This design comes from an exercise in tuning for small area, a short achievable clock period and few clock cycles on the open sky130 flow, not from production work.
The RTL was checked by simulation tests, not by an equivalence proof against the original design.
Power is estimated from default activity; no workload was simulated.

## flow/flow/run.sh

```bash
#!/bin/bash
# Standard ORFS layout, with the port buffers made from plain buffers (buf_4)
# instead of the delay cells buffer_ports picks by default, timing repair
# free to resize cells across footprints, and a clock tree of clkbuf_4/8
# without dummy balancing loads.
set -euo pipefail
export BUFFER_PORTS_ARGS="-buffer_cell sky130_fd_sc_hd__buf_4"
export CTS_ARGS="-sink_clustering_enable -repair_clock_nets -sink_clustering_size 20 -buf_list {sky130_fd_sc_hd__clkbuf_4 sky130_fd_sc_hd__clkbuf_8} -dont_use_dummy_load"
bash standard.sh MATCH_CELL_FOOTPRINT=0 "BUFFER_PORTS_ARGS=$BUFFER_PORTS_ARGS" "CTS_ARGS=$CTS_ARGS" finish > make_finish.log 2>&1
```

## flow/standard.sh

```bash
#!/bin/bash
# synth_recipe.tcl (not shown) runs the flow's synth.tcl, then flattens the netlist and writes it again
# the make line also repeats each setting of config.mk as NAME=value (left out here)
make -C /OpenROAD-flow-scripts/flow DESIGN_CONFIG=/design/flow/config.mk WORK_HOME=/design/flow/orfs CLKGATE_MAP_FILE= SYNTH_SCRIPT=/design/flow/synth_recipe.tcl "${@:-finish}"
```

## flow/config.mk

```make
export PLATFORM = sky130hd
export DESIGN_NAME = alu_core
export DESIGN_NICKNAME = alu_core
export VERILOG_FILES = /design/flow/design.v
export SDC_FILE = /design/flow/constraint.sdc
export NUM_CORES = 4
export LEC_CHECK = 0
export CAP_MARGIN = 20
export CORE_MARGIN = 2
export CORE_UTILIZATION = 55
export CTS_BUF_LIST = sky130_fd_sc_hd__clkbuf_4 sky130_fd_sc_hd__clkbuf_8
export CTS_CLUSTER_SIZE = 20
export PLACE_DENSITY = 0.68
export SETUP_SLACK_MARGIN = 4.25
export SLEW_MARGIN = 20
```

## flow/constraint.sdc

```tcl
create_clock -name core_clock -period 10.0 [get_ports {clk}]
set_input_delay 2.0000 -clock core_clock [delete_from_list [all_inputs] [get_ports {clk}]]
set_output_delay 2.0000 -clock core_clock [all_outputs]
set_load 0.01 [all_outputs]
```

## flow/design.v

```verilog
module alu_core (
    input  wire        clk,
    input  wire        rst,         
    input  wire        cmd_valid,
    output wire        cmd_ready,
    input  wire [31:0] cmd,
    input  wire [3:0]  rd_idx,
    output wire [15:0] rd_data,
    output wire [3:0]  flags        
);
    function [17:0] add16(input [15:0] x, input [15:0] y, input ci);
        reg [15:0] p, g, P, G;
        integer l, k;
        begin
            p = x ^ y; g = x & y;
            G = g; P = p;
            G[1] = g[1] | ((p[1] & x[0]) & y[0]);
            P[1] = p[1] & p[0];
            for (k = 15; k >= 2; k = k - 1) begin
                G[k] = G[k] | (P[k] & G[k-1]);
                P[k] = P[k] & P[k-1];
            end
            for (l = 2; l < 16; l = l * 2)
                for (k = 15; k >= l; k = k - 1) begin
                    G[k] = G[k] | (P[k] & G[k-l]);
                    P[k] = P[k] & P[k-l];
                end
            add16 = {G[15], G[14], p ^ {G[14:0], 1'b0}};
        end
    endfunction
    function [17:0] add17(input [16:0] x, input [16:0] y, input ci);
        reg [16:0] p, g, P, G;
        integer l, k;
        begin
            p = x ^ y; g = x & y;
            G = g; P = p;
            G[0] = g[0] | (p[0] & ci);
            for (l = 1; l < 17; l = l * 2)
                for (k = 16; k >= l; k = k - 1) begin
                    G[k] = G[k] | (P[k] & G[k-l]);
                    P[k] = P[k] & P[k-l];
                end
            add17 = {G[16], p ^ {G[15:0], ci}};
        end
    endfunction
    reg [255:0] rf;                 
    reg         cf, zf, sf, of;
    function [15:0] rdport(input [255:0] v, input [15:0] sel);
        integer j;
        begin
            rdport = 16'd0;
            for (j = 0; j < 16; j = j + 1)
                rdport = rdport | ({16{sel[j]}} & v[16*j +: 16]);
        end
    endfunction
    wire [15:0] rd_sel = 16'd1 << rd_idx;
    assign rd_data = rdport(rf, rd_sel);
    assign flags   = {of, sf, zf, cf};
    reg        busy;
    reg        mode_div;            
    reg        wr_rem;              
    reg [2:0]  cnt;                 
    reg [3:0]  da, dc, dd;          
    reg [15:0] opa;                 
    reg [15:0] opb;                 
    reg [15:0] rem;                 
    assign cmd_ready = !busy;
    wire [3:0]  op  = cmd[31:28];
    wire [3:0]  fa  = cmd[27:24];
    wire [3:0]  fb  = cmd[23:20];
    wire [3:0]  fc  = cmd[19:16];
    wire [3:0]  fd  = cmd[15:12];
    wire [15:0] imm = cmd[15:0];
    reg word_ok;
    always @(*) begin
        case (op)
            4'h1, 4'h2, 4'hE: word_ok = (cmd[19:0] == 20'd0);
            4'h3:             word_ok = (cmd[11:0] == 12'd0);
            4'h4:             word_ok = (cmd[7:0] == 8'd0);
            4'h5, 4'h6:       word_ok = (cmd[23:0] == 24'd0);
            4'h7, 4'hD:       word_ok = (cmd[15:0] == 16'd0);
            4'h8, 4'h9, 4'hA, 4'hB, 4'hC: word_ok = 1'b1;
            4'hF:             word_ok = (cmd[23:16] == 8'd0);
            default:          word_ok = 1'b0;
        endcase
    end
    wire acc = cmd_valid && !busy && word_ok && !rst;
    wire isADD = (op == 4'h1), isSUB = (op == 4'h2), isMUL = (op == 4'h3),
         isDIV = (op == 4'h4), isINC = (op == 4'h5), isDEC = (op == 4'h6),
         isNEG = (op == 4'h7), isSHL = (op == 4'h8), isSHR = (op == 4'h9),
         isSAR = (op == 4'hA), isROL = (op == 4'hB), isROR = (op == 4'hC),
         isCMP = (op == 4'hD), isMOV = (op == 4'hE), isLDI = (op == 4'hF);
    wire isSH  = isSHL | isSHR | isSAR;
    wire isROT = isROL | isROR;
    wire [15:0] A = rf[16*fa +: 16];
    wire [15:0] B = rf[16*fb +: 16];
    wire a_z = (A == 16'd0);
    wire b_z = (B == 16'd0), b_1 = (B == 16'd1);
    wire x_inv  = isSUB | isCMP | isDIV | isINC;
    wire y_b    = isADD | isSUB | isCMP | isDIV;
    wire y_ones = isINC | isDEC | isNEG;
    wire r_inv  = isSUB | isCMP | isINC | isNEG;
    wire [15:0] X = A ^ {16{x_inv}};
    wire [15:0] Y = ({16{y_b}} & B) | {16{y_ones}};
    wire [17:0] t = add16(X, Y, 1'b0);
    wire [15:0] R = t[15:0] ^ {16{r_inv}};
    wire        c16 = t[17];
    wire        c15 = t[16];
    wire        a_lt_b = c16;                         
    wire [15:0] pxy = X ^ Y;
    wire        t_z = (pxy == {(X[14:0] | Y[14:0]), 1'b0});
    wire        t_f = &pxy;
    wire        r_z = r_inv ? t_f : t_z;
    wire        add_of = c15 ^ c16;
    wire        n16   = |imm[15:4];                   
    wire [3:0]  amt   = isSH  ? (n16 ? 4'd0 : imm[3:0]) :
                        isROT ? imm[3:0] : 4'd0;
    wire        left  = isSHL | isROL;
    wire [3:0]  r     = left ? (4'd0 - amt) : amt;
    wire [31:0] rr    = {A, A} >> r;
    wire [15:0] rot   = rr[15:0];
    reg  [15:0] thr;                                  
    integer m;
    always @(*)
        for (m = 0; m < 16; m = m + 1)
            thr[m] = n16 | (m < imm[3:0]);
    wire [15:0] thr_rev;
    genvar g;
    generate for (g = 0; g < 16; g = g + 1) begin : g_rev
        assign thr_rev[g] = thr[15-g];
    end endgenerate
    wire [15:0] fillm = ({16{isSHL}} & thr) | ({16{isSHR | isSAR}} & thr_rev);
    wire        fillv = isSAR & A[15];
    wire [15:0] sh    = (rot & ~fillm) | ({16{fillv}} & fillm);
    wire        sh_nz = isSH ? (n16 | (imm[3:0] != 4'd0)) : (imm[3:0] != 4'd0);
    wire        sh_cf = sh_nz & (left ? rot[0] : rot[15]);
    wire        k1    = (imm[3:0] == 4'd1);
    wire        sh_of = isSHL ? ((imm == 16'd1) & (sh[15] ^ sh_cf)) :
                        isROL ? (k1 & (sh[15] ^ sh_cf)) :
                        isROR ? (k1 & (sh[15] ^ sh[14])) : 1'b0;
    wire mul_z    = a_z | b_z;                        
    wire div_now  = b_z | a_z;                        
    wire div_one  = !b_z & !a_z & (b_1 | a_lt_b);     
    wire div_skip = ({2'd0, A[15:2]} < B);            
    wire div_run  = !b_z & !a_z & !b_1 & !a_lt_b;     
    wire sel_r   = isADD | isSUB | isCMP | isINC | isDEC | isNEG;
    wire sel_sh  = isSH | isROT | (isDIV & b_1);
    wire [15:0] w_acc = ({16{sel_r}} & R) | ({16{sel_sh}} & sh)
                      | ({16{isMOV}} & B) | ({16{isLDI}} & imm);
    wire [15:0] mpp [0:15];
    genvar gm;
    generate for (gm = 0; gm < 16; gm = gm + 1) begin : g_mpp
        assign mpp[gm] = {16{opa[gm]}} & opb;
    end endgenerate
    wire mt1, mt2, mt3, mt4, mt5, mt6, mt7, mt8, mt9, mt10, mt11, mt12, mt13, mt14, mt15, mt16, mt17, mt18, mt19, mt20, mt21, mt22, mt23, mt24, mt25, mt26, mt27, mt28, mt29, mt30, mt31, mt32, mt33, mt34, mt35, mt36, mt37, mt38, mt39, mt40, mt41, mt42, mt43, mt44, mt45, mt46, mt47, mt48, mt49, mt50, mt51, mt52, mt53, mt54, mt55, mt56, mt57, mt58, mt59, mt60, mt61, mt62, mt63, mt64, mt65, mt66, mt67, mt68, mt69, mt70, mt71, mt72, mt73, mt74, mt75, mt76, mt77, mt78, mt79, mt80, mt81, mt82, mt83, mt84, mt85, mt86, mt87, mt88, mt89, mt90, mt91, mt92, mt93, mt94, mt95, mt96, mt97, mt98, mt99, mt100, mt101, mt102, mt103, mt104, mt105, mt106, mt107, mt108, mt109, mt110, mt111, mt112, mt113, mt114, mt115, mt116, mt117, mt118, mt119, mt120, mt121, mt122, mt123, mt124, mt125, mt126, mt127, mt128, mt129, mt130, mt131, mt132, mt133, mt134, mt135, mt136, mt137, mt138, mt139, mt140, mt141, mt142, mt143, mt144, mt145, mt146, mt147, mt148, mt149, mt150, mt151, mt152, mt153, mt154, mt155, mt156, mt157, mt158, mt159, mt160, mt161, mt162, mt163, mt164, mt165, mt166, mt167, mt168, mt169, mt170, mt171, mt172, mt173, mt174, mt175, mt176, mt177, mt178, mt179, mt180, mt181, mt182, mt183, mt184, mt185, mt186, mt187, mt188, mt189, mt190, mt191, mt192, mt193, mt194, mt195, mt196;
    assign {mt2, mt1} = mpp[0][13] + mpp[1][12];
    assign {mt4, mt3} = mpp[0][14] + mpp[1][13] + mpp[2][12];
    assign {mt6, mt5} = mpp[3][11] + mpp[4][10];
    assign mt7 = mpp[0][15] ^ mpp[1][14] ^ mpp[2][13];
    assign mt8 = mpp[3][12] ^ mpp[4][11] ^ mpp[5][10];
    assign mt9 = mpp[6][9] ^ mpp[7][8];
    assign {mt11, mt10} = mpp[0][9] + mpp[1][8];
    assign {mt13, mt12} = mpp[0][10] + mpp[1][9] + mpp[2][8];
    assign {mt15, mt14} = mpp[3][7] + mpp[4][6];
    assign {mt17, mt16} = mpp[0][11] + mpp[1][10] + mpp[2][9];
    assign {mt19, mt18} = mpp[3][8] + mpp[4][7] + mpp[5][6];
    assign {mt21, mt20} = mpp[6][5] + mpp[7][4];
    assign {mt23, mt22} = mpp[0][12] + mpp[1][11] + mpp[2][10];
    assign {mt25, mt24} = mpp[3][9] + mpp[4][8] + mpp[5][7];
    assign {mt27, mt26} = mpp[6][6] + mpp[7][5] + mpp[8][4];
    assign {mt29, mt28} = mpp[9][3] + mpp[10][2];
    assign {mt31, mt30} = mt1 + mpp[2][11] + mpp[3][10];
    assign {mt33, mt32} = mpp[4][9] + mpp[5][8] + mpp[6][7];
    assign {mt35, mt34} = mpp[7][6] + mpp[8][5] + mpp[9][4];
    assign {mt37, mt36} = mpp[10][3] + mpp[11][2] + mpp[12][1];
    assign {mt39, mt38} = mt3 + mt5 + mpp[5][9];
    assign {mt41, mt40} = mpp[6][8] + mpp[7][7] + mpp[8][6];
    assign {mt43, mt42} = mpp[9][5] + mpp[10][4] + mpp[11][3];
    assign {mt45, mt44} = mpp[12][2] + mpp[13][1] + mpp[14][0];
    assign mt46 = mt7 ^ mt8 ^ mt9;
    assign mt47 = mpp[8][7] ^ mpp[9][6] ^ mpp[10][5];
    assign mt48 = mpp[11][4] ^ mpp[12][3] ^ mpp[13][2];
    assign mt49 = mpp[14][1] ^ mpp[15][0] ^ mt4;
    assign {mt51, mt50} = mpp[0][6] + mpp[1][5];
    assign {mt53, mt52} = mpp[0][7] + mpp[1][6] + mpp[2][5];
    assign {mt55, mt54} = mpp[3][4] + mpp[4][3];
    assign {mt57, mt56} = mpp[0][8] + mpp[1][7] + mpp[2][6];
    assign {mt59, mt58} = mpp[3][5] + mpp[4][4] + mpp[5][3];
    assign {mt61, mt60} = mpp[6][2] + mpp[7][1];
    assign {mt63, mt62} = mt10 + mpp[2][7] + mpp[3][6];
    assign {mt65, mt64} = mpp[4][5] + mpp[5][4] + mpp[6][3];
    assign {mt67, mt66} = mpp[7][2] + mpp[8][1] + mpp[9][0];
    assign {mt69, mt68} = mt12 + mt14 + mpp[5][5];
    assign {mt71, mt70} = mpp[6][4] + mpp[7][3] + mpp[8][2];
    assign {mt73, mt72} = mpp[9][1] + mpp[10][0] + mt11;
    assign {mt75, mt74} = mt16 + mt18 + mt20;
    assign {mt77, mt76} = mpp[8][3] + mpp[9][2] + mpp[10][1];
    assign {mt79, mt78} = mpp[11][0] + mt13 + mt15;
    assign {mt81, mt80} = mt22 + mt24 + mt26;
    assign {mt83, mt82} = mt28 + mpp[11][1] + mpp[12][0];
    assign {mt85, mt84} = mt17 + mt19 + mt21;
    assign {mt87, mt86} = mt30 + mt32 + mt34;
    assign {mt89, mt88} = mt36 + mpp[13][0] + mt23;
    assign {mt91, mt90} = mt25 + mt27 + mt29;
    assign {mt93, mt92} = mt38 + mt40 + mt42;
    assign {mt95, mt94} = mt44 + mt2 + mt31;
    assign {mt97, mt96} = mt33 + mt35 + mt37;
    assign mt98 = mt46 ^ mt47 ^ mt48;
    assign mt99 = mt49 ^ mt6 ^ mt39;
    assign mt100 = mt41 ^ mt43 ^ mt45;
    assign {mt102, mt101} = mpp[0][4] + mpp[1][3];
    assign {mt104, mt103} = mpp[0][5] + mpp[1][4] + mpp[2][3];
    assign {mt106, mt105} = mpp[3][2] + mpp[4][1];
    assign {mt108, mt107} = mt50 + mpp[2][4] + mpp[3][3];
    assign {mt110, mt109} = mpp[4][2] + mpp[5][1] + mpp[6][0];
    assign {mt112, mt111} = mt52 + mt54 + mpp[5][2];
    assign {mt114, mt113} = mpp[6][1] + mpp[7][0] + mt51;
    assign {mt116, mt115} = mt56 + mt58 + mt60;
    assign {mt118, mt117} = mpp[8][0] + mt53 + mt55;
    assign {mt120, mt119} = mt62 + mt64 + mt66;
    assign {mt122, mt121} = mt57 + mt59 + mt61;
    assign {mt124, mt123} = mt68 + mt70 + mt72;
    assign {mt126, mt125} = mt63 + mt65 + mt67;
    assign {mt128, mt127} = mt74 + mt76 + mt78;
    assign {mt130, mt129} = mt69 + mt71 + mt73;
    assign {mt132, mt131} = mt80 + mt82 + mt84;
    assign {mt134, mt133} = mt75 + mt77 + mt79;
    assign {mt136, mt135} = mt86 + mt88 + mt90;
    assign {mt138, mt137} = mt81 + mt83 + mt85;
    assign {mt140, mt139} = mt92 + mt94 + mt96;
    assign {mt142, mt141} = mt87 + mt89 + mt91;
    assign mt143 = mt98 ^ mt99 ^ mt100;
    assign mt144 = mt93 ^ mt95 ^ mt97;
    assign {mt146, mt145} = mpp[0][3] + mpp[1][2];
    assign {mt148, mt147} = mt101 + mpp[2][2] + mpp[3][1];
    assign {mt150, mt149} = mt103 + mt105 + mpp[5][0];
    assign {mt152, mt151} = mt107 + mt109 + mt104;
    assign {mt154, mt153} = mt111 + mt113 + mt108;
    assign {mt156, mt155} = mt115 + mt117 + mt112;
    assign {mt158, mt157} = mt119 + mt121 + mt116;
    assign {mt160, mt159} = mt123 + mt125 + mt120;
    assign {mt162, mt161} = mt127 + mt129 + mt124;
    assign {mt164, mt163} = mt131 + mt133 + mt128;
    assign {mt166, mt165} = mt135 + mt137 + mt132;
    assign {mt168, mt167} = mt139 + mt141 + mt136;
    assign mt169 = mt143 ^ mt144 ^ mt140;
    assign {mt171, mt170} = mpp[0][2] + mpp[1][1];
    assign {mt173, mt172} = mt145 + mpp[2][1] + mpp[3][0];
    assign {mt175, mt174} = mt147 + mpp[4][0] + mt146;
    assign {mt177, mt176} = mt149 + mt102 + mt148;
    assign {mt179, mt178} = mt151 + mt106 + mt150;
    assign {mt181, mt180} = mt153 + mt110 + mt152;
    assign {mt183, mt182} = mt155 + mt114 + mt154;
    assign {mt185, mt184} = mt157 + mt118 + mt156;
    assign {mt187, mt186} = mt159 + mt122 + mt158;
    assign {mt189, mt188} = mt161 + mt126 + mt160;
    assign {mt191, mt190} = mt163 + mt130 + mt162;
    assign {mt193, mt192} = mt165 + mt134 + mt164;
    assign {mt195, mt194} = mt167 + mt138 + mt166;
    assign mt196 = mt169 ^ mt142 ^ mt168;
    wire [15:0] mr0 = {mt196, mt194, mt192, mt190, mt188, mt186, mt184, mt182, mt180, mt178, mt176, mt174, mt172, mt170, mpp[0][1], mpp[0][0]};
    wire [15:0] mr1 = {mt195, mt193, mt191, mt189, mt187, mt185, mt183, mt181, mt179, mt177, mt175, mt173, mt171, mpp[2][0], mpp[1][0], 1'b0};
    wire [15:0] prod = mr0 + mr1;
    wire [16:0] r1   = {rem, opa[15]};
    wire [17:0] d1   = add17(r1, {1'b1, ~opb}, 1'b1);
    wire        ge1  = d1[17];
    wire [15:0] rem1 = ge1 ? d1[15:0] : r1[15:0];
    wire [15:0] dq1  = {opa[14:0], ge1};
    wire [16:0] r2   = {rem1, dq1[15]};
    wire [17:0] d2   = add17(r2, {1'b1, ~opb}, 1'b1);
    wire        ge2  = d2[17];
    wire [15:0] remN = ge2 ? d2[15:0] : r2[15:0];
    wire [15:0] dqN  = {dq1[14:0], ge2};
    wire fin_q = busy && !wr_rem && (cnt == 3'd0);    
    wire fin_r = busy && wr_rem;                      
    wire [15:0] w = !busy ? w_acc : wr_rem ? rem : mode_div ? dqN : prod;
    wire wa = acc & (isADD | isSUB | isINC | isDEC | isNEG | isSH | isROT | isMOV | isLDI
                     | isMUL | isDIV);
    wire wb = acc & isNEG;
    wire wc = acc & (isCMP | isSH | isROT | isMUL | (isDIV & !b_z));
    wire wd = acc & isDIV & !b_z;
    wire [3:0] ia = busy ? da : fa;
    wire [3:0] ic = busy ? dc : fc;
    wire [3:0] id = busy ? dd : fd;
    wire       ea = busy ? fin_q : wa;
    wire       ec = busy ? (fin_q & mode_div) : wc;
    wire       ed = busy ? fin_r : wd;
    reg [15:0] we;
    integer i;
    always @(*) begin
        for (i = 0; i < 16; i = i + 1)
            we[i] = rst | (ea & (ia == i)) | (wb & (fb == i)) | (ec & (ic == i)) | (ed & (id == i));
    end
    wire [15:0] wdat = rst ? 16'd0 : w;
    wire fl_we = acc & !isMOV & !isLDI;
    wire cf_we = fl_we & !isINC & !isDEC;
    wire [15:0] keep_a = isSHL ? ~thr_rev : (isSHR | isSAR) ? ~thr : 16'hFFFF;
    wire sh_z  = ((A & keep_a) == 16'd0) & !(fillv & (|fillm));
    wire zf_nx = isMUL | (isDIV ? (b_z | a_z | (!b_1 & a_lt_b)) :
                          (isSH | isROT) ? sh_z : r_z);
    wire sf_nx = isDIV ? (b_1 & A[15]) : (isSH | isROT) ? sh[15] : (R[15] & !isMUL);
    wire cf_nx = ((isADD | isSUB | isCMP) & c16) | (isNEG & !a_z)
               | ((isSH | isROT) & sh_cf) | (isMUL & A[0]) | (isDIV & b_z);
    wire of_nx = ((isADD | isSUB | isCMP | isINC | isDEC | isNEG) & add_of)
               | ((isSH | isROT) & sh_of) | (isMUL & A[0]) | (isDIV & b_z);
    always @(posedge clk) begin
        for (i = 0; i < 16; i = i + 1)
            if (we[i]) rf[16*i +: 16] <= wdat;
        if (rst) begin
            cf <= 1'b0; zf <= 1'b0; sf <= 1'b0; of <= 1'b0;
        end else if (fl_we) begin
            zf <= zf_nx; sf <= sf_nx; of <= of_nx;
            if (cf_we) cf <= cf_nx;
        end
    end
    always @(posedge clk) begin
        if (rst) begin
            busy <= 1'b0;
        end else if (busy) begin
            if (fin_r || (fin_q && !mode_div)) busy <= 1'b0;
        end else if (acc & ((isMUL & !mul_z) | (isDIV & (div_one | div_run)))) begin
            busy <= 1'b1;
        end
    end
    always @(posedge clk) begin
        if (!busy) begin
            mode_div <= isDIV;
            wr_rem   <= isDIV & !div_run;
            cnt      <= (isDIV & !div_skip) ? 3'd7 : 3'd0;
            da       <= fa;
            dc       <= fc;
            dd       <= fd;
            opa      <= (isDIV & div_skip) ? {A[1:0], 14'd0} : A;
            opb      <= B;
            rem      <= b_1 ? 16'd0 : a_lt_b ? A :
                        (isDIV & div_skip) ? {2'd0, A[15:2]} : 16'd0;
        end else begin
            cnt <= cnt - 3'd1;
            if (fin_q) wr_rem <= 1'b1;
            opa <= dqN;
            rem <= remN;
        end
    end
endmodule
```

==> run summary, run 1 <==
Net Sw Frac=a little under half; count of cell types in the netlist=88; post-route ant nets=0; hold path startpoint=cnt[0]; Pint=4.62 mW; initial antenna violation count=2; area grow syn2layout=14.6%; endpoints failing setup=0; type of the worst min-delay path=reg2reg; reported leakage power=about 12 nW; pin count of the biggest net entering global routing=50; CTS Hold Buffers Added=0; Die Outline Area=~50000 µm²; Post-Syn Nets=approximately 2.7k; Max VDD drop=~0.45 mV; Avg Vias per Cell=approximately 7.3; async set-reset flop share out of synthesis=0%; start of the worst register-to-register path=opb[9]; post-synth top area cell=sky130_fd_sc_hd__edfxtp_1; Crit. End Element=flip-flop; most frequent cell after synthesis=sky130_fd_sc_hd__edfxtp_1; count of cells along the worst register-to-register path=17; Met2 Routed Length=45200 µm; worst setup slack after placement=~2100 ps; GRT Overall Usage=about two fifths; die width=between 200 and 250 µm; starting density of the core=between 50% and 60%; total net switching power=~4.0 mW; part of the power in combinational logic=roughly 66%; number of slew-limit violations in the final report=0; reg-to-reg endpoint=rf[253]; Initial DRC Count=~3.4k; height of the die=223 µm; core area=roughly 48000 µm²; clock-pin slew on the worst setup and hold paths=roughly 60 ps; area of the multi-input gates=between 15000 and 20000 µm²; clock group share of total power=10.9%; total count of hold-check failures in the final report=0; summed instance area of the synthesized netlist=between 20000 and 30000 µm²; outcome=timing/DRC/antenna clean; CTS tree=yes; Commonest cells post-synth=sky130_fd_sc_hd__edfxtp_1 (274), sky130_fd_sc_hd__nand2_1 (200), sky130_fd_sc_hd__inv_1 (178), sky130_fd_sc_hd__nor2_1 (150), sky130_fd_sc_hd__mux4_2 (135); clock latency on the worst-skew pair=670 ps; share of layout cells above drive strength 1=between 20% and 30%; Synth Instances=between 2k and 2.5k; slew at the pin closest to its max-slew limit=between 900 and 1000 ps; routability congestion estimate from global placement=0.992; element type at the critical path start=primary input; number of clock sinks=between 300 and 400; number of global-route vias before repair=22.7k; portion of the clock cycle consumed by the worst path in the final layout=between 60% and 70%; ys flop type=sky130_fd_sc_hd__edfxtp_1; Worst Hold Endpoint=cnt[0]; half-perimeter wire length after detailed placement=~65000 µm; area used by sequential logic in the layout=about 9300 µm²; Syn Area/Cell=roughly 11 µm²; uppermost metal layer occupied by signal nets=met4; number of enable-type register cells in the synthesized netlist=about 270; fraction of power consumed by sequential logic=roughly 23%; wire length per cell after detailed routing=31.6 µm; Tot Pwr=roughly 8.7 mW; crit path DAT=about 6500 ps; setup total negative slack=0 ps; met3 wire length=roughly 12000 µm; RSZ-0062 raised after global routing=true; Final Net Count=2792; maximum capacitance violations=0; CP required=~10000 ps; count of buffers inserted at the top-level ports=59; sum of routed wire segments on met1=approximately 35000 µm; minimum setup slack among reg-to-reg paths=between 4000 and 5000 ps; share of Yosys cell area claimed by the top area cell type=a little under a third; FILL cells=about 3.7k; minimum clock period=slightly above 6000 ps; Total Routed Length=between 100000 and 150000 µm; count of warnings emitted by yosys=1; kind of critical path=in2reg; count of H-tree levels built during CTS=2; critical path peak fanout=43; I/O pins=60; worst slew slack as a fraction of its limit=38.2%; cell at the root of the clock tree=sky130_fd_sc_hd__clkbuf_8; standard-cell row count=80; sequential share of the synthesized area=a little over a third; count of TritonRoute iterations in the first routing pass=6; Via Count=approximately 23k; detailed-route DRC error count=0; worst hold path cell count=1; maximum clock path buffer count=3; gr ovfl total=0; final worst setup slack=between 3000 and 4000 ps; top area cells in the synthesized netlist=sky130_fd_sc_hd__edfxtp_1 (31%), sky130_fd_sc_hd__mux4_2 (12%), sky130_fd_sc_hd__fa_1 (6.2%), sky130_fd_sc_hd__ha_1 (5.1%), sky130_fd_sc_hd__dfxtp_1 (3.9%); Power Dens Cells=around 290 nW/µm²; wire length of the first global-routing pass=between 100000 and 150000 µm; Synth Register Bits=about 330; achievable clock frequency=164 MHz; number of buffers inserted during clock tree synthesis=52; Worst Skew=between 80 and 90 ps
[layout by cell type, fill, tap and decap left out, types with 34 or more instances in the layout]
| master | netlist | final |
|---|---|---|
| sky130_fd_sc_hd__a21o_1 | 40 | 40 |
| sky130_fd_sc_hd__a21oi_1 | 123 | 113 |
| sky130_fd_sc_hd__a221oi_1 | 98 | 86 |
| sky130_fd_sc_hd__a22o_1 | 65 | 65 |
| sky130_fd_sc_hd__and2_1 | 69 | 65 |
| sky130_fd_sc_hd__buf_4 | 10 | 168 |
| sky130_fd_sc_hd__clkbuf_8 | 0 | 52 |
| sky130_fd_sc_hd__dfxtp_1 | 52 | 49 |
| sky130_fd_sc_hd__edfxtp_1 | 274 | 274 |
| sky130_fd_sc_hd__fa_1 | 82 | 81 |
| sky130_fd_sc_hd__ha_1 | 108 | 102 |
| sky130_fd_sc_hd__inv_1 | 178 | 177 |
| sky130_fd_sc_hd__mux2i_1 | 77 | 74 |
| sky130_fd_sc_hd__mux4_2 | 135 | 135 |
| sky130_fd_sc_hd__nand2_1 | 200 | 196 |
| sky130_fd_sc_hd__nor2_1 | 150 | 145 |
| sky130_fd_sc_hd__nor3_1 | 45 | 34 |
| sky130_fd_sc_hd__o21ai_0 | 86 | 74 |
| sky130_fd_sc_hd__xnor2_1 | 100 | 96 |
[worst max-delay path: stages]
cell	delay [ps]
sky130_fd_sc_hd__buf_12	280
sky130_fd_sc_hd__nor2b_4	320
sky130_fd_sc_hd__a221oi_2	120
sky130_fd_sc_hd__a22oi_2	340
sky130_fd_sc_hd__nand2_2	310
sky130_fd_sc_hd__xnor2_1	250
sky130_fd_sc_hd__ha_1	400
sky130_fd_sc_hd__a21boi_2	200
sky130_fd_sc_hd__o21a_1	200
sky130_fd_sc_hd__o21ai_2	170
sky130_fd_sc_hd__a21oi_2	90
sky130_fd_sc_hd__o41a_1	350
sky130_fd_sc_hd__a221o_1	340
sky130_fd_sc_hd__a21oi_2	180
sky130_fd_sc_hd__xnor2_2	110
sky130_fd_sc_hd__a221oi_4	460
sky130_fd_sc_hd__nor4_4	120
sky130_fd_sc_hd__clkbuf_16	210
[through the flow]
step | util [%] | instances | instance area (µm²) | hold slack [ps]
floorplan | - | 2451 | 26800 | 411
global placement | 58.4 | 3039 | 27800 | 425
global route | 63.7 | 3177 | 30300 | 446
detailed placement | 58.4 | 3039 | 27800 | 442
CTS | 62.4 | 3148 | 29700 | 451
finish | 63.7 | 3178 | 30300 | 446
[layer usage]
| layer | vias up | global-route usage (%) |
|---|---|---|
| li1 | 9505 | - |
| met2 | 1798 | 62.2 |
| met3 | 510 | 9.01 |
| met4 | 0 | 26.9 |
| met1 | 11300 | 49.9 |
| met5 | - | 0 |
[logic make-up after synthesis]
| group | Yosys count | synth area share, % |
|---|---|---|
| AO/OA/AOI/OAI | 628 | 17.5 |
| AND/OR/NAND/NOR | 608 | 10.9 |
| multiplexers | 231 | 15.3 |
| buffers and inverters | 337 | 5.56 |
| flip-flops | 326 | 35.1 |
| XOR/XNOR | 131 | 4.34 |
| adder cells (fa/ha/maj) | 190 | 11.3 |
[flip-flops by register name, summed over array words and instances (netlist names), 3 cells and up]
signal and cells:
rem 16, rf 256, cnt 3, dc 4, dd 4, opa 16
opb 16, da 4
[power by group through the flow]
| stage | clock network [mW] | registers (mW) | logic, mW |
|---|---|---|---|
| final | 0.947 | 2.00 | 5.71 |
| after global routing | 1.00 | 2.01 | 6.20 |
| after CTS | 0.949 | 1.99 | 5.45 |
| after detailed placement | 0 | 2.02 | 5.04 |
| after global placement | 0 | 2.01 | 4.95 |
| after floorplan | 0 | 1.89 | 3.81 |
[layout make-up]
type	instances	share of cell area, %
multi-input combinational	1789	55.1
sequential	326	30.6
timing repair buffer	210	7.07
tap	615	2.54
clock buffer	52	2.36
inverter	184	2.30
antenna	2	0.0165
[repair_timing]
action,4_1_cts,5_1_grt
gates cloned,7,2
pin swaps,24,29
endpoints found under the setup margin,535,398
resized for setup,104,68
setup buffers,50,26
[how the worst max path moves through the flow]
stage / start / endpoint / cells after the start
final: cmd[25] / rf[253] / 18
after global routing: cmd[20] / rf[15] / 21
after CTS: cmd[20] / rf[221] / 19
after detailed placement: cmd[20] / rf[207] / 18
after global placement: cmd[24] / rem[3] / 17
after floorplan: cmd[20] / rf[109] / 20
Testbench counts, summed over its fixed seeds: cycles 5,283.
==> inputs of run 2 (changes only) <==
--- a/flow/config.mk
+++ b/flow/config.mk
@@ -13,3 +13,3 @@
 export PLACE_DENSITY = 0.68
-export SETUP_SLACK_MARGIN = 4.25
+export SETUP_SLACK_MARGIN = 3.75
 export SLEW_MARGIN = 20
==> run 2 against run 1 <==
Compared with the run above:
- still clean on timing, DRC and antenna
- global-route usage is 1.5 points lower
- power is 4.7% lower
- final cell count is 1.5% lower
- critical endpoint is now rf[14]
- largest power group unchanged
- synthesized area stayed put
==> run summary, run 2 <==
outcome=timing/DRC/antenna clean; flip-flop count of the largest register after layout=approximately 260; area of the multi-input gates=16300 µm²; most frequent standard cell in the layout excluding fill and tap cells=sky130_fd_sc_hd__edfxtp_1; async set-reset flop share out of synthesis=0%; critical path peak fanout=16; most frequent cells in the layout=sky130_fd_sc_hd__edfxtp_1 (274), sky130_fd_sc_hd__nand2_1 (197), sky130_fd_sc_hd__inv_1 (178), sky130_fd_sc_hd__nor2_1 (148), sky130_fd_sc_hd__buf_4 (141); number of enable-type register cells in the synthesized netlist=around 270; clock latency on the worst-skew pair=about 700 ps; ordered list of cells on the worst path=buf_4, nor4_2, a311o_2, and3_2, clkinv_1, ha_1, and3_1, a41oi_4, and3_1, o31a_1, a21oi_1, nand2_1, a311oi_1, a211o_1, and3_2; Max VDD drop=about 0.34 mV; CTS tree=yes; Via Count=roughly 23k; area used by sequential logic in the layout=a little over 9000 µm²; most frequent cell after synthesis=sky130_fd_sc_hd__edfxtp_1; type of the worst min-delay path=reg2reg; CP required=slightly above 10000 ps; count of buffers inserted at the top-level ports=59; count of cell types in the netlist=88; Post-Syn Nets=around 2.7k; count of warnings emitted by yosys=1; part of the power in combinational logic=between 60 and 70%; pin count of the biggest net entering global routing=53; Synth Register Bits=about 330; number of global-route vias before repair=~22k; initial antenna violation count=3; wire length of the first global-routing pass=~140000 µm; total count of hold-check failures in the final report=0; achievable clock frequency=162 MHz; Pint=approximately 4.5 mW; half-perimeter wire length after detailed placement=64800 µm; Die Outline Area=approximately 50000 µm²; share of layout cells above drive strength 1=approximately a fifth; worst setup slack after placement=approximately 1800 ps; RSZ-0062 raised after global routing=false; routability congestion estimate from global placement=around 0.97; Tot Pwr=~8.3 mW; Power Dens Cells=282 nW/µm²; Net Sw Frac=between 40% and 50%; FILL cells=between 3k and 4k; gr ovfl total=0; maximum clock path buffer count=3; die width=~220 µm; maximum capacitance violations=0; count of H-tree levels built during CTS=2; clock-pin slew on the worst setup and hold paths=50 ps; setup total negative slack=0 ps; cell at the root of the clock tree=sky130_fd_sc_hd__clkbuf_8; area grow syn2layout=10.7%; post-route ant nets=0; element type at the critical path start=primary input; height of the die=~220 µm; share of Yosys cell area claimed by the top area cell type=between 30% and 40%; starting density of the core=about 56%; ys flop type=sky130_fd_sc_hd__edfxtp_1; Commonest cells post-synth=sky130_fd_sc_hd__edfxtp_1 (274), sky130_fd_sc_hd__nand2_1 (200), sky130_fd_sc_hd__inv_1 (178), sky130_fd_sc_hd__nor2_1 (150), sky130_fd_sc_hd__mux4_2 (135); total net switching power=3.78 mW; final worst setup slack=~3800 ps; minimum clock period=6180 ps; Crit. End Element=flip-flop; Antenna diodes=0; Final Net Count=between 2k and 3k; top register by number of flip-flops=rf; top area cells in the synthesized netlist=sky130_fd_sc_hd__edfxtp_1 (31%), sky130_fd_sc_hd__mux4_2 (12%), sky130_fd_sc_hd__fa_1 (6.2%), sky130_fd_sc_hd__ha_1 (5.1%), sky130_fd_sc_hd__dfxtp_1 (3.9%); Worst Skew=about 120 ps; post-synth top area cell=sky130_fd_sc_hd__edfxtp_1; delay of the slowest critical-path stage=between 600 and 700 ps; endpoints failing setup=0; reported leakage power=between 10 and 15 nW; kind of critical path=in2reg; summed instance area of the synthesized netlist=26400 µm²; count of TritonRoute iterations in the first routing pass=6; I/O pins=60; number of slew-limit violations in the final report=0; portion of the clock cycle consumed by the worst path in the final layout=about three fifths; GRT Overall Usage=around two fifths; Avg Vias per Cell=7.26; Total Routed Length=between 90000 and 100000 µm; wire length per cell after detailed routing=slightly above 30 µm; Syn Area/Cell=around 11 µm²; Top Family by Delay on Critical Path=simple AND/OR/NAND/NOR gates; crit path DAT=roughly 6600 ps; critical-path cell with the highest stage delay=sky130_fd_sc_hd__a311oi_1; Initial DRC Count=between 3k and 4k; worst slew slack as a fraction of its limit=between 20% and 30%; detailed-route DRC error count=0; number of buffers inserted during clock tree synthesis=54; core area=47500 µm²; Synth Instances=between 2k and 2.5k; number of clock sinks=roughly 330; standard-cell row count=80; buffers plus inverters on the worst setup path=2; sequential share of the synthesized area=a little over a third; fraction of power consumed by sequential logic=approximately 25%; clock group share of total power=between 10% and 20%; slew at the pin closest to its max-slew limit=1070 ps
run 2: cell counts after synthesis:
Identical to the previous run, type by type.
run 2: final timing paths:
| path | start | endpoint | slack (ps) | cells after the start |
|---|---|---|---|---|
| worst max-delay path | cmd[12] | rf[14] | 3820 | 15 |
| worst max register to register | opa[1] | rf[79] | 3950 | 15 |
| worst min-delay path | cnt[0] | cnt[0] | 430 | 1 |
| worst min register to register | cnt[0] | cnt[0] | 430 | 1 |
run 2: layer usage:
metal | up-vias | track usage, % | wire length, µm | share of wire [%]
met5 | - | 0 | 0 | 0
met4 | 0 | 27.3 | 8000 | 8.2
met3 | 517 | 9.35 | 12300 | 13
met2 | 1842 | 59.4 | 43400 | 45
met1 | 11000 | 47.4 | 33500 | 34
li1 | 9400 | - | - | -
run 2: cells by family (layout without fill, tap and decap cells):
group | count (synthesis) | count (layout) | share of synthesized area, %
multiplexers | 231 | 231 | 15.3
AND/OR/NAND/NOR | 608 | 608 | 10.9
XOR/XNOR | 131 | 131 | 4.34
flip-flops | 326 | 326 | 35.1
AO/OA/AOI/OAI | 628 | 629 | 17.5
adder cells (fa/ha/maj) | 190 | 190 | 11.3
buffers and inverters | 337 | 400 | 5.56
run 2: final cells by class:
type	count	share of cell area, %
clock buffers	54	2.54
inverters	184	2.37
multi-input cells	1789	55.6
flip-flops and latches	326	31.7
well taps	615	2.63
repair buffers	162	5.11
run 2: stage by stage:
step	instances	utilization (%)	hold WS, ps	cell area [µm²]
final	3130	61.5	432	29200
after global routing	3130	61.5	494	29200
after CTS	3111	60.7	440	28900
after detailed placement	3038	58.2	434	27700
after global placement	3038	58.2	427	27700
after floorplan	2451	-	411	26700
run 2: power by group through the flow:
stage	Sequential [mW]	Combinational [mW]	Clock, mW
detailed placement	2.05	5.02	0
global route	2.03	5.80	1.03
floorplan	1.89	3.80	0
finish	2.02	5.26	0.975
global placement	2.04	4.94	0
CTS	2.01	5.15	0.978
run 2: repair_timing:
| action | CTS | global route |
|---|---|---|
| pin swaps | 10 | 12 |
| gates cloned | 2 | 3 |
| endpoints found under the setup margin | 308 | 258 |
| buffers inserted | 17 | 16 |
| hold buffers | 0 | 0 |
| gates resized for setup | 53 | 35 |
==> inputs of run 3 (changes only) <==
--- a/flow/config.mk
+++ b/flow/config.mk
@@ -13,3 +13,3 @@
 export PLACE_DENSITY = 0.68
-export SETUP_SLACK_MARGIN = 3.75
+export SETUP_SLACK_MARGIN = 3.5
 export SLEW_MARGIN = 20
==> run 3 against run 2 <==
Compared with the run above:
- critical path depth is 3 higher
- die area stayed put
- non-clock buffer count is 8 lower
- final area is 0.99% lower
- register-to-register slack worse by 150 ps
- synthesized cell count stayed put
- first-iteration DRC count is 9.7% lower
- final cell count is 0.29% lower
- clock power is 1% lower
- maximum frequency is 2.8% lower
- routed wire length is 1.7% lower
- sequential share of layout area is 0.32 points higher
- largest cell class unchanged
==> run summary, run 3 <==
flip-flop count of the largest register after layout=approximately 260; slew at the pin closest to its max-slew limit=around 1200 ps; Avg Vias per Cell=7.25; share of layout cells above drive strength 1=roughly a fifth; async set-reset flop share out of synthesis=0%; reported leakage power=11.1 nW; achievable clock frequency=~160 MHz; worst slew slack as a fraction of its limit=between 10% and 20%; starting density of the core=a little under three fifths; FILL cells=roughly 3.9k; standard-cell row count=80; top register by number of flip-flops=rf; number of global-route vias before repair=22.4k; summed instance area of the synthesized netlist=roughly 26000 µm²; most frequent cell after synthesis=sky130_fd_sc_hd__edfxtp_1; post-route ant nets=0; number of clock sinks=326; CTS tree=yes; RSZ-0062 raised after global routing=false; Commonest cells post-synth=sky130_fd_sc_hd__edfxtp_1 (274), sky130_fd_sc_hd__nand2_1 (200), sky130_fd_sc_hd__inv_1 (178), sky130_fd_sc_hd__nor2_1 (150), sky130_fd_sc_hd__mux4_2 (135); clock latency on the worst-skew pair=approximately 670 ps; element type at the critical path start=primary input; most frequent standard cell in the layout excluding fill and tap cells=sky130_fd_sc_hd__edfxtp_1; number of slew-limit violations in the final report=0; Max VDD drop=~0.35 mV; Post-Syn Nets=roughly 2.7k; kind of critical path=in2reg; wire length per cell after detailed routing=roughly 30 µm; count of cell types in the netlist=88; Synth Instances=~2.5k; type of the worst min-delay path=reg2reg; crit path DAT=slightly below 7000 ps; Power Dens Cells=between 200 and 300 nW/µm²; Syn Area/Cell=about 11 µm²; Worst Skew=109 ps; setup total negative slack=0 ps; gr ovfl total=0; Antenna diodes=0; sequential share of the synthesized area=a little over a third; ys flop type=sky130_fd_sc_hd__edfxtp_1; count of TritonRoute iterations in the first routing pass=6; count of buffers inserted at the top-level ports=between 50 and 60; portion of the clock cycle consumed by the worst path in the final layout=63.6%; Crit. End Element=flip-flop; most frequent cells in the layout=sky130_fd_sc_hd__edfxtp_1 (274), sky130_fd_sc_hd__nand2_1 (196), sky130_fd_sc_hd__inv_1 (178), sky130_fd_sc_hd__nor2_1 (147), sky130_fd_sc_hd__buf_4 (139); wire length of the first global-routing pass=~140000 µm; count of warnings emitted by yosys=1; Initial DRC Count=approximately 3.3k; critical path peak fanout=17; minimum clock period=approximately 6400 ps; maximum clock path buffer count=3; GRT Overall Usage=around two fifths; total count of hold-check failures in the final report=0; height of the die=between 200 and 250 µm; die width=~220 µm; half-perimeter wire length after detailed placement=64700 µm; count of H-tree levels built during CTS=2; Total Routed Length=between 90000 and 100000 µm; maximum capacitance violations=0; share of Yosys cell area claimed by the top area cell type=31.1%; Final Net Count=roughly 2.7k; cell at the root of the clock tree=sky130_fd_sc_hd__clkbuf_8; outcome=timing/DRC/antenna clean; post-synth top area cell=sky130_fd_sc_hd__edfxtp_1; clock-pin slew on the worst setup and hold paths=50 ps; area grow syn2layout=9.56%; worst setup slack after placement=about 1700 ps; final worst setup slack=around 3600 ps; detailed-route DRC error count=0; CP required=10480 ps; Die Outline Area=49800 µm²; initial antenna violation count=2; top area cells in the synthesized netlist=sky130_fd_sc_hd__edfxtp_1 (31%), sky130_fd_sc_hd__mux4_2 (12%), sky130_fd_sc_hd__fa_1 (6.2%), sky130_fd_sc_hd__ha_1 (5.1%), sky130_fd_sc_hd__dfxtp_1 (3.9%); I/O pins=60; endpoints failing setup=0; routability congestion estimate from global placement=roughly 0.99; number of buffers inserted during clock tree synthesis=53; core area=~48000 µm²; Synth Register Bits=326; number of enable-type register cells in the synthesized netlist=~270; pin count of the biggest net entering global routing=54; Via Count=roughly 23k
-- run 3: logic make-up after synthesis --
| kind of cell | after synthesis | synth area share (%) |
|---|---|---|
| AO/OA/AOI/OAI | 628 | 17.5 |
| XOR/XNOR | 131 | 4.34 |
| adder cells (fa/ha/maj) | 190 | 11.3 |
| buffers and inverters | 337 | 5.56 |
| flip-flops | 326 | 35.1 |
| multiplexers | 231 | 15.3 |
| AND/OR/NAND/NOR | 608 | 10.9 |
-- run 3: worst max-delay path: stages --
cell and delay [ps]:
sky130_fd_sc_hd__buf_4 170, sky130_fd_sc_hd__or2_1 320, sky130_fd_sc_hd__a21oi_4 450, sky130_fd_sc_hd__and3_4 400
sky130_fd_sc_hd__clkinv_1 80, sky130_fd_sc_hd__buf_4 210, sky130_fd_sc_hd__ha_1 290, sky130_fd_sc_hd__and3_1 330
sky130_fd_sc_hd__a41oi_4 70, sky130_fd_sc_hd__buf_12 190, sky130_fd_sc_hd__and3_1 300, sky130_fd_sc_hd__o31a_1 350
sky130_fd_sc_hd__o21ai_0 380, sky130_fd_sc_hd__nor2_1 90, sky130_fd_sc_hd__o21ai_1 320, sky130_fd_sc_hd__a311oi_2 240
sky130_fd_sc_hd__nor4_2 330, sky130_fd_sc_hd__buf_4 280
-- run 3: path summary, 6_finish.rpt --
path / startpoint / end / slack [ps] / cells after the start
max: cmd[28] / rf[214] / 3640 / 18
min: cnt[0] / cnt[0] / 440 / 1
max reg2reg: opa[1] / rf[207] / 3800 / 16
min reg2reg: cnt[0] / cnt[0] / 440 / 1
-- run 3: area by class of cell --
| cell class | count | area (µm²) | share of cell area (%) |
|---|---|---|---|
| Timing Repair Buffer | 154 | 1350 | 4.65 |
| Inverter | 184 | 691 | 2.39 |
| Clock buffer | 53 | 729 | 2.52 |
| Sequential cell | 326 | 9270 | 32.0 |
| Tap cell | 615 | 769 | 2.66 |
| Multi-Input combinational cell | 1789 | 16100 | 55.8 |
-- run 3: per-stage QoR --
step	power [mW]	util (%)	instances	instance area, µm²	hold WS [ps]
2_1_floorplan	5.66	-	2451	26600	411
3_3_place_gp	6.93	58.1	3042	27600	426
3_5_place_dp	7.04	58.1	3042	27600	433
4_1_cts	8.08	60.2	3108	28600	440
5_1_grt	8.79	60.9	3121	29000	479
6_report	8.16	60.9	3121	29000	441
-- run 3: power by group --
part,internal (mW),switching [mW]
Sequential,1.76,0.245
Clock,0.464,0.501
Combinational,2.22,2.97
-- run 3: routing by layer --
layer	up-vias	GRT usage (%)	part of all wire, %
met5	-	0	0
met4	0	26.0	7.9
met3	505	8.73	12
met2	1701	59.3	45
met1	11000	47.3	36
li1	9390	-	-
-- run 3: what timing repair did --
item                                    4_1_cts  5_1_grt
pin swaps                                     4        5
cloned                                        1        2
endpoints found under the setup margin      276      196
buffers inserted                             12       11
hold buffers                                  0        0
gates resized for setup                      31       42
==> inputs of run 4 (changes only) <==
--- a/flow/config.mk
+++ b/flow/config.mk
@@ -13,3 +13,4 @@
 export PLACE_DENSITY = 0.68
-export SETUP_SLACK_MARGIN = 3.5
+export SETUP_SLACK_MARGIN = 4
 export SLEW_MARGIN = 20
+export TNS_END_PERCENT = 10
==> run 4 against run 3 <==
Compared with the run above:
- still clean on timing, DRC and antenna
- flip-flop and latch count unchanged
- utilization up 0.53 points
- setup slack better by 59 ps
- die area unchanged
- clock skew down 7.4 ps
- non-clock buffer count up 13
- worst hold slack worse by 5.3 ps
- synthesized area unchanged
- register-to-register slack better by 160 ps
- power up 1.2%
- global-route usage up 1.1 points
==> run summary, run 4 <==
ordered list of cells on the worst path=buf_4, nor4_1, nand2_1, o32ai_1, a21oi_1, o21ai_1, nand3_1, a221oi_4, a21oi_1, nor3_1, a221o_1, a211o_1; core area=approximately 48000 µm²; top area cells in the synthesized netlist=sky130_fd_sc_hd__edfxtp_1 (31%), sky130_fd_sc_hd__mux4_2 (12%), sky130_fd_sc_hd__fa_1 (6.2%), sky130_fd_sc_hd__ha_1 (5.1%), sky130_fd_sc_hd__dfxtp_1 (3.9%); RSZ-0062 raised after global routing=true; fraction of the mapped netlist area in adder cells=between 10 and 15%; pin count of the biggest net entering global routing=between 50 and 60; half-perimeter wire length after detailed placement=65700 µm; Final Net Count=about 2.8k; Net Sw Frac=between 40% and 50%; clock latency on the worst-skew pair=around 700 ps; outcome=timing/DRC/antenna clean; initial antenna violation count=0; achievable clock frequency=~160 MHz; number of buffers inserted during clock tree synthesis=53; Synth Instances=~2.5k; count of buffers inserted at the top-level ports=about 60; crit path DAT=approximately 6500 ps; endpoints failing setup=0; wire length per cell after detailed routing=between 30 and 40 µm; critical-path cell with the highest stage delay=sky130_fd_sc_hd__a211o_1; Avg Vias per Cell=7.25; CP required=around 10000 ps; number of slew-limit violations in the final report=0; fraction of power consumed by sequential logic=24.5%; most frequent standard cell in the layout excluding fill and tap cells=sky130_fd_sc_hd__edfxtp_1; number of enable-type register cells in the synthesized netlist=~270; I/O pins=60; reg-to-reg endpoint=rf[236]; share of layout cells above drive strength 1=between 10% and 20%; share of synthesized area spent on multiplexers=between 10% and 20%; maximum capacitance violations=0; wire length of the first global-routing pass=143000 µm; simple-gate portion of the synthesized area=roughly 11%; delay of the slowest critical-path stage=around 990 ps; Power Dens Cells=between 200 and 300 nW/µm²; Initial DRC Count=~3.6k; die width=roughly 220 µm; final worst hold slack=around 440 ps; flip-flop count of the largest register after layout=~260; kind of critical path=in2reg; sequential share of the synthesized area=between 30% and 40%; count of TritonRoute iterations in the first routing pass=6; detailed-route DRC error count=0; count of cells along the worst register-to-register path=15; maximum clock path buffer count=3; Die Outline Area=about 50000 µm²; portion of the clock cycle consumed by the worst path in the final layout=63.0%; Post-Syn Nets=between 2k and 3k; area grow syn2layout=10.5%; XOR/XNOR share of the synthesized area=4.34%; slew at the pin closest to its max-slew limit=1310 ps; part of the power in combinational logic=between 60 and 70%; summed instance area of the synthesized netlist=~26000 µm²; total net switching power=roughly 3.8 mW; starting density of the core=about 56%; clock-pin slew on the worst setup and hold paths=around 60 ps; minimum clock period=6300 ps; count of warnings emitted by yosys=1; Antenna diodes=0; cell at the root of the clock tree=sky130_fd_sc_hd__clkbuf_8; reported leakage power=approximately 11 nW; CTS tree=yes; number of clock sinks=around 330; minimum setup slack among reg-to-reg paths=3960 ps; Worst Skew=slightly above 100 ps; total count of hold-check failures in the final report=0; Synth Area in Compound Gates=about 18%; worst slew slack as a fraction of its limit=between 10 and 15%; critical path peak fanout=16; ys flop type=sky130_fd_sc_hd__edfxtp_1; height of the die=223 µm; Commonest cells post-synth=sky130_fd_sc_hd__edfxtp_1 (274), sky130_fd_sc_hd__nand2_1 (200), sky130_fd_sc_hd__inv_1 (178), sky130_fd_sc_hd__nor2_1 (150), sky130_fd_sc_hd__mux4_2 (135); share of Yosys cell area claimed by the top area cell type=a little under a third; top register by number of flip-flops=rf; most frequent cells in the layout=sky130_fd_sc_hd__edfxtp_1 (274), sky130_fd_sc_hd__nand2_1 (196), sky130_fd_sc_hd__inv_1 (178), sky130_fd_sc_hd__buf_4 (148), sky130_fd_sc_hd__nor2_1 (147); Pint=4.50 mW; post-route ant nets=0; Final Core Density=between 60% and 70%; clock group share of total power=11.5%; type of the worst min-delay path=reg2reg; post-synth top area cell=sky130_fd_sc_hd__edfxtp_1; Syn Area/Cell=10.8 µm²; largest family of logic cells by synthesized area=compound AO/OA/AOI/OAI gates; gr ovfl total=0; Via Count=around 23k; routability congestion estimate from global placement=between 0.9 and 1; Total Routed Length=approximately 100000 µm; Crit. End Element=flip-flop; hold path startpoint=cnt[0]; Max VDD drop=~0.56 mV; Crit path top cell by count=sky130_fd_sc_hd__a21oi_1; GRT Overall Usage=39.1%; start of the worst register-to-register path=opa[3]; number of global-route vias before repair=22.4k; count of H-tree levels built during CTS=2; element type at the critical path start=primary input; async set-reset flop share out of synthesis=0%; standard-cell row count=80; worst hold path cell count=1; CTS Hold Buffers Added=0; Tot Pwr=8.26 mW; setup total negative slack=0 ps; most frequent cell after synthesis=sky130_fd_sc_hd__edfxtp_1; count of cell types in the netlist=88; Synth Register Bits=between 300 and 400; Worst Hold Endpoint=cnt[0]
run 4: cell types whose count changed in the layout (fill, tap and decap cells not counted), sizes merged:
| cell | delta |
|---|---|
| buf | +12 |
| clkbuf | +1 |
| clkinv | -1 |
| clkinvlp | +1 |
run 4: logic make-up after synthesis:
group	Yosys count
AO/OA/AOI/OAI	628
XOR/XNOR	131
adder cells (fa/ha/maj)	190
buffers and inverters	337
flip-flops	326
multiplexers	231
AND/OR/NAND/NOR	608
run 4: repair_timing:
item / 4_1_cts / 5_1_grt
cloned: 4 / 0
hold endpoints to repair: 0 / 0
pin swaps: 10 / 4
setup buffers: 22 / 10
endpoints found under the setup margin: 395 / 293
resized for setup: 78 / 18
run 4: worst max-delay path, delay by kind of cell:
family	cells	cell delay, ps
buffers and inverters	1	110
AOI/OAI and AO/OA	7	2740
and+or+nand+nor	4	1630
run 4: how the worst max path moves through the flow:
stage                 start  endpoint  slack, ps  depth (start not counted)
finish              cmd[18]   rf[254]       3700                         12
global route        cmd[24]    rf[93]       3690                         21
CTS                 cmd[20]   rf[125]       3930                         18
detailed placement  cmd[12]   rf[236]       1910                         16
global placement    cmd[12]     rf[6]       1900                         16
floorplan           cmd[20]   rf[109]       3580                         20
run 4: routing by layer:
| metal | track usage [%] | up-vias | routed length, µm |
|---|---|---|---|
| li1 | - | 9419 | - |
| met4 | 24.8 | 0 | 7520 |
| met5 | 0 | - | 0 |
| met1 | 49.0 | 11100 | 34400 |
| met2 | 60.9 | 1735 | 43800 |
| met3 | 9.57 | 481 | 12100 |
run 4: power groups by stage:
| stage | logic [mW] | clock network (mW) | registers [mW] |
|---|---|---|---|
| 2_1_floorplan | 3.77 | 0 | 1.89 |
| 3_3_place_gp | 4.90 | 0 | 2.04 |
| 3_5_place_dp | 4.96 | 0 | 2.05 |
| 4_1_cts | 5.16 | 0.963 | 2.00 |
| 5_1_grt | 5.82 | 1.01 | 2.03 |
| 6_report | 5.28 | 0.953 | 2.02 |
run 4: area by class of cell:
type,count,area (µm²)
clock buffers,53,729
inverters,184,694
flip-flops and latches,326,9280
fillers,3847,18300
well taps,615,769
repair buffers,167,1510
multi-input cells,1789,16200
run 4: through the flow:
stage | worst slack, ps | std cells | area (µm²)
6_report | 3700 | 3134 | 29200
5_1_grt | 3690 | 3134 | 29200
4_1_cts | 3930 | 3124 | 29000
3_5_place_dp | 1910 | 3045 | 27600
3_3_place_gp | 1900 | 3045 | 27600
2_1_floorplan | 3580 | 2451 | 26600
==> inputs of run 5 (changes only) <==
--- a/flow/config.mk
+++ b/flow/config.mk
@@ -15,2 +15 @@
 export SLEW_MARGIN = 20
-export TNS_END_PERCENT = 10
==> run 5 against run 4 <==
Compared with the run above:
- final area increased by 2.4%
- register-to-register slack gained 300 ps
- critical path depth rose by 7
- flip-flop and latch count unchanged
- global-route usage increased by 0.22 points
- sequential power is essentially flat
- utilization is 1.5 points higher
- sequential share of layout area fell by 0.76 points
- synthesized area did not move
- clock skew is 3.6 ps lower
- routed wire length rose by 0.87%
- critical endpoint is now rf[125]
- largest cell class unchanged
- highest routed layer unchanged
==> run summary, run 5 <==
outcome=timing/DRC/antenna clean; total count of hold-check failures in the final report=0; GRT Overall Usage=about two fifths; final worst hold slack=between 400 and 500 ps; achievable clock frequency=roughly 170 MHz; standard-cell row count=80; ys flop type=sky130_fd_sc_hd__edfxtp_1; number of slew-limit violations in the final report=0; area of the multi-input gates=around 17000 µm²; height of the die=approximately 220 µm; half-perimeter wire length after detailed placement=approximately 64000 µm; most frequent cells in the layout=sky130_fd_sc_hd__edfxtp_1 (274), sky130_fd_sc_hd__nand2_1 (195), sky130_fd_sc_hd__inv_1 (177), sky130_fd_sc_hd__buf_4 (153), sky130_fd_sc_hd__nor2_1 (147); maximum clock path buffer count=3; clock latency on the worst-skew pair=680 ps; Worst Skew=97.8 ps; routability congestion estimate from global placement=between 0.9 and 1; CTS Hold Buffers Added=0; delay of the slowest critical-path stage=540 ps; worst setup slack after placement=~1900 ps; Power Dens Cells=286 nW/µm²; wire length of the first global-routing pass=144000 µm; I/O pins=60; cell at the root of the clock tree=sky130_fd_sc_hd__clkbuf_8; ordered list of cells on the worst path=buf_16, mux4_2, mux4_2, a21o_1, ha_4, a21oi_4, fa_2, a21boi_2, o21a_1, o21ai_2, a21oi_2, o41a_1, a221o_1, a21oi_2, xnor2_2, a221oi_4, nor4_4, buf_6, buf_12; starting density of the core=about 56%; critical path peak fanout=8; post-synth top area cell=sky130_fd_sc_hd__edfxtp_1; die width=~220 µm; share of layout cells above drive strength 1=between 20% and 30%; maximum capacitance violations=0; most frequent cell after synthesis=sky130_fd_sc_hd__edfxtp_1; count of cell types in the netlist=a little under 90; detailed-route DRC error count=0; worst slew slack as a fraction of its limit=~23%; number of global-route vias before repair=22.6k; share of Yosys cell area claimed by the top area cell type=31.1%; kind of critical path=in2reg; portion of the clock cycle consumed by the worst path in the final layout=approximately 60%; final worst setup slack=just under 4000 ps; CTS tree=yes; Synth Register Bits=326; Initial DRC Count=roughly 3.4k; sequential share of the synthesized area=a little over a third; core area=between 40000 and 50000 µm²; area used by sequential logic in the layout=9280 µm²; reported leakage power=roughly 11 nW; crit path DAT=~6400 ps; wire length per cell after detailed routing=around 31 µm; slew at the pin closest to its max-slew limit=~1100 ps; count of TritonRoute iterations in the first routing pass=5; most frequent standard cell in the layout excluding fill and tap cells=sky130_fd_sc_hd__edfxtp_1; Final Net Count=roughly 2.8k; final cell count without fillers=3160; CP required=a little over 10000 ps; minimum clock period=about 6000 ps; Syn Area/Cell=10.8 µm²; Synth Instances=approximately 2.5k; Post-Syn Nets=2680; summed instance area of the synthesized netlist=between 20000 and 30000 µm²; initial antenna violation count=0; flip-flop count of the largest register after layout=256; critical-path cell with the highest stage delay=sky130_fd_sc_hd__mux4_2; Die Outline Area=about 50000 µm²; post-route ant nets=0; type of the worst min-delay path=reg2reg; gr ovfl total=0; count of warnings emitted by yosys=1; pin count of the biggest net entering global routing=just under 60; Via Count=about 23k; number of buffers inserted during clock tree synthesis=54; count of buffers inserted at the top-level ports=59; area grow syn2layout=13.2%; top register by number of flip-flops=rf; clock-pin slew on the worst setup and hold paths=approximately 60 ps; Commonest cells post-synth=sky130_fd_sc_hd__edfxtp_1 (274), sky130_fd_sc_hd__nand2_1 (200), sky130_fd_sc_hd__inv_1 (178), sky130_fd_sc_hd__nor2_1 (150), sky130_fd_sc_hd__mux4_2 (135); endpoints failing setup=0; Max VDD drop=approximately 0.57 mV; element type at the critical path start=primary input; count of placed standard cells including taps=3029; Avg Vias per Cell=between 7 and 8; async set-reset flop share out of synthesis=0%; RSZ-0062 raised after global routing=true; top area cells in the synthesized netlist=sky130_fd_sc_hd__edfxtp_1 (31%), sky130_fd_sc_hd__mux4_2 (12%), sky130_fd_sc_hd__fa_1 (6.2%), sky130_fd_sc_hd__ha_1 (5.1%), sky130_fd_sc_hd__dfxtp_1 (3.9%); number of clock sinks=326; FILL cells=3742; number of enable-type register cells in the synthesized netlist=between 200 and 300; Total Routed Length=about 99000 µm; setup total negative slack=0 ps; count of H-tree levels built during CTS=2; Crit. End Element=flip-flop
## run 5: report_power, final
group | switching, mW | internal, mW
logic | 3.21 | 2.34
clock network | 0.513 | 0.472
registers | 0.246 | 1.76
total | 3.97 | 4.58
## run 5: kinds of logic (layout without fill, tap and decap cells)
kind of cell	count (synthesis)	in the layout	share of synthesized area, %
adders and majority gates	190	190	11.3
xor gates and xnor gates	131	131	4.34
muxes	231	231	15.3
other	0	1	0
buffers and inverters	337	427	5.56
and+or+nand+nor	608	608	10.9
DFF	326	326	35.1
AOI/OAI and AO/OA	628	631	17.5
## run 5: through the flow
step | utilization (%) | power, mW | cell area (µm²)
CTS | 61.8 | 8.21 | 29400
global route | 62.9 | 9.17 | 29900
detailed placement | 58.2 | 6.99 | 27700
finish | 62.9 | 8.55 | 29900
global placement | 58.2 | 6.90 | 27700
floorplan | - | 5.70 | 26700
## run 5: final cells by class
cell class | instances | share of cell area (%)
multi-input cells | 1791 | 55.3
flip-flops and latches | 326 | 31.0
repair buffers | 189 | 6.35
well taps | 615 | 2.57
clock buffers | 54 | 2.48
inverters | 184 | 2.33
diodes | 1 | 0.00836
## run 5: routing by layer
layer,vias up,global-route usage [%],share of wire [%]
li1,9494,-,-
met1,11200,49.5,35
met2,1858,60.1,45
met3,475,9.92,13
met4,0,26.5,7.4
met5,-,0,0
## run 5: worst paths after layout
| kind | slack, ps | startpoint | end | depth (start not counted) |
|---|---|---|---|---|
| worst max-delay path | 3980 | cmd[20] | rf[125] | 19 |
| worst min-delay path | 460 | cnt[0] | cnt[0] | 1 |
| worst max register to register | 4260 | opb[9] | rf[138] | 18 |
| worst min register to register | 460 | cnt[0] | cnt[0] | 1 |
## run 5: timing repair
item | CTS | global route
endpoints found under the hold margin | 0 | 0
pin swaps | 25 | 18
endpoints found under the setup margin | 537 | 269
resized for setup | 90 | 42
gates cloned | 9 | 2
setup buffers | 41 | 24
## run 5: worst max-delay path, delay by kind of cell
| family | cells | cell delay, ps |
|---|---|---|
| AO/OA/AOI/OAI | 10 | 2220 |
| buffers and inverters | 3 | 460 |
| AND/OR/NAND/NOR | 1 | 70 |
| XOR/XNOR | 1 | 120 |
| multiplexers | 2 | 1050 |
| adder cells (fa/ha/maj) | 2 | 460 |
==> inputs of run 6 (changes only) <==
--- a/flow/config.mk
+++ b/flow/config.mk
@@ -9,6 +9,6 @@
 export CORE_MARGIN = 2
-export CORE_UTILIZATION = 55
+export CORE_UTILIZATION = 65
 export CTS_BUF_LIST = sky130_fd_sc_hd__clkbuf_4 sky130_fd_sc_hd__clkbuf_8
 export CTS_CLUSTER_SIZE = 20
-export PLACE_DENSITY = 0.68
+export PLACE_DENSITY = 0.76
 export SETUP_SLACK_MARGIN = 4
==> run 6 against run 5 <==
Compared with the run above:
- still clean on timing, DRC and antenna
- non-clock buffer count up 1
- flip-flop and latch count unchanged
- via count is 1.6% higher
- highest routed layer unchanged
==> run summary, run 6 <==
total count of hold-check failures in the final report=0; post-route ant nets=0; critical-path cell with the highest stage delay=sky130_fd_sc_hd__a221o_1; clock-pin slew on the worst setup and hold paths=50 ps; I/O pins=60; CTS tree=yes; Synth Instances=~2.5k; element type at the critical path start=primary input; portion of the clock cycle consumed by the worst path in the final layout=roughly three fifths; slew at the pin closest to its max-slew limit=1090 ps; Commonest cells post-synth=sky130_fd_sc_hd__edfxtp_1 (274), sky130_fd_sc_hd__nand2_1 (200), sky130_fd_sc_hd__inv_1 (178), sky130_fd_sc_hd__nor2_1 (150), sky130_fd_sc_hd__mux4_2 (135); area grow syn2layout=12.6%; Crit. End Element=flip-flop; count of cells along the worst register-to-register path=17; minimum clock period=a little over 6000 ps; clock latency on the worst-skew pair=680 ps; endpoints failing setup=0; achievable clock frequency=165 MHz; top register by number of flip-flops=rf; start of the worst register-to-register path=opb[9]; minimum setup slack among reg-to-reg paths=4090 ps; share of Yosys cell area claimed by the top area cell type=31.1%; die width=roughly 210 µm; Total Routed Length=98000 µm; Worst Hold Endpoint=cnt[0]; most frequent standard cell in the layout excluding fill and tap cells=sky130_fd_sc_hd__edfxtp_1; top area cells in the synthesized netlist=sky130_fd_sc_hd__edfxtp_1 (31%), sky130_fd_sc_hd__mux4_2 (12%), sky130_fd_sc_hd__fa_1 (6.2%), sky130_fd_sc_hd__ha_1 (5.1%), sky130_fd_sc_hd__dfxtp_1 (3.9%); routability congestion estimate from global placement=between 1 and 1.5; number of slew-limit violations in the final report=0; cell at the root of the clock tree=sky130_fd_sc_hd__clkbuf_8; area used by sequential logic in the layout=between 9000 and 10000 µm²; outcome=timing/DRC/antenna clean; half-perimeter wire length after detailed placement=62700 µm; share of layout cells above drive strength 1=21.3%; core area=between 30000 and 40000 µm²; Power Dens Cells=288 nW/µm²; ordered list of cells on the worst path=buf_16, mux2_4, a221o_1, o21ai_4, nand2_4, xnor2_4, ha_4, a21oi_4, fa_2, a21boi_2, o21a_1, o21ai_2, a21oi_2, o41a_1, buf_4, a31oi_4, xnor2_4, xor2_1, o211ai_1, buf_4, o211a_4; Syn Area/Cell=10.8 µm²; Via Count=23.4k; Die Outline Area=42300 µm²; count of warnings emitted by yosys=1; Synth Register Bits=approximately 330; pin count of the biggest net entering global routing=a little under 60; Final Net Count=approximately 2.8k; standard-cell row count=73; Worst Skew=between 90 and 100 ps; worst slew slack as a fraction of its limit=around 27%; Tot Pwr=roughly 8.6 mW; count of TritonRoute iterations in the first routing pass=7
run 6: cell counts after synthesis:
Identical to the previous run, type by type.
run 6: worst max-delay path, delay by kind of cell:
family | cells | cell delay, ps
muxes | 1 | 320
adders and majority gates | 2 | 480
AOI/OAI and AO/OA | 11 | 2470
and+or+nand+nor | 1 | 120
buffers and inverters | 3 | 550
xor gates and xnor gates | 3 | 490
run 6: power by group:
| part | internal, mW | leakage, nW | switching [mW] | total [mW] |
|---|---|---|---|---|
| clock | 0.472 | 0.388 | 0.511 | 0.983 |
| combinational | 2.34 | 7.81 | 3.22 | 5.55 |
| sequential | 1.76 | 3.26 | 0.260 | 2.02 |
run 6: what timing repair did:
item                                    CTS  global route
gates cloned                              8             1
pin swaps                                26            27
resized for setup                        93            33
endpoints found under the setup margin  534           281
setup buffers                            35            30
run 6: final cells by class:
class,count,share of cell area [%]
Antenna cell,2,0.0168
Clock buffer,54,2.50
Inverter,184,2.34
Multi-Input combinational cell,1790,55.5
Sequential cell,326,31.2
Tap cell,525,2.21
Timing Repair Buffer,190,6.29
run 6: cells by family after synthesis:
group                      synth area share [%]
buffers and inverters                      5.56
and+or+nand+nor                            10.9
DFF                                        35.1
adders and majority gates                  11.3
xor gates and xnor gates                   4.34
AOI/OAI and AO/OA                          17.5
muxes                                      15.3
run 6: through the flow:
| stage | hold slack [ps] | setup WS [ps] | util [%] | std cells |
|---|---|---|---|---|
| global placement | 423 | 1760 | 69.0 | 2940 |
| global route | 479 | 3880 | 74.5 | 3070 |
| finish | 444 | 3950 | 74.5 | 3071 |
| floorplan | 411 | 3580 | - | 2451 |
| CTS | 444 | 3960 | 73.4 | 3037 |
| detailed placement | 434 | 1820 | 69.0 | 2940 |
run 6: metal layers:
metal | global-route usage (%) | vias up | wire length, µm
met1 | 56.3 | 11100 | 32100
met4 | 32.6 | 0 | 8380
met3 | 14.3 | 585 | 14800
li1 | - | 9485 | -
met5 | 0 | - | 0
met2 | 69.2 | 2224 | 42600
run 6: worst max path at each step:
stage | to | depth (start not counted) | start | slack (ps)
6_report | rf[79] | 21 | cmd[24] | 3950
5_1_grt | rf[79] | 19 | cmd[20] | 3880
3_3_place_gp | rf[143] | 17 | cmd[25] | 1760
3_5_place_dp | rf[191] | 19 | cmd[24] | 1820
4_1_cts | rf[157] | 19 | cmd[20] | 3960
2_1_floorplan | rf[109] | 20 | cmd[20] | 3580

Re-timed with assumed drivers on the ports (clkbuf_16 on the clock, buf_2 on other inputs), run 6 has 3.724 ns of setup slack against 3.948 ns with ideal ports, and 3.038 ns once port delays also move by the mid clock arrival of 0.686 ns.
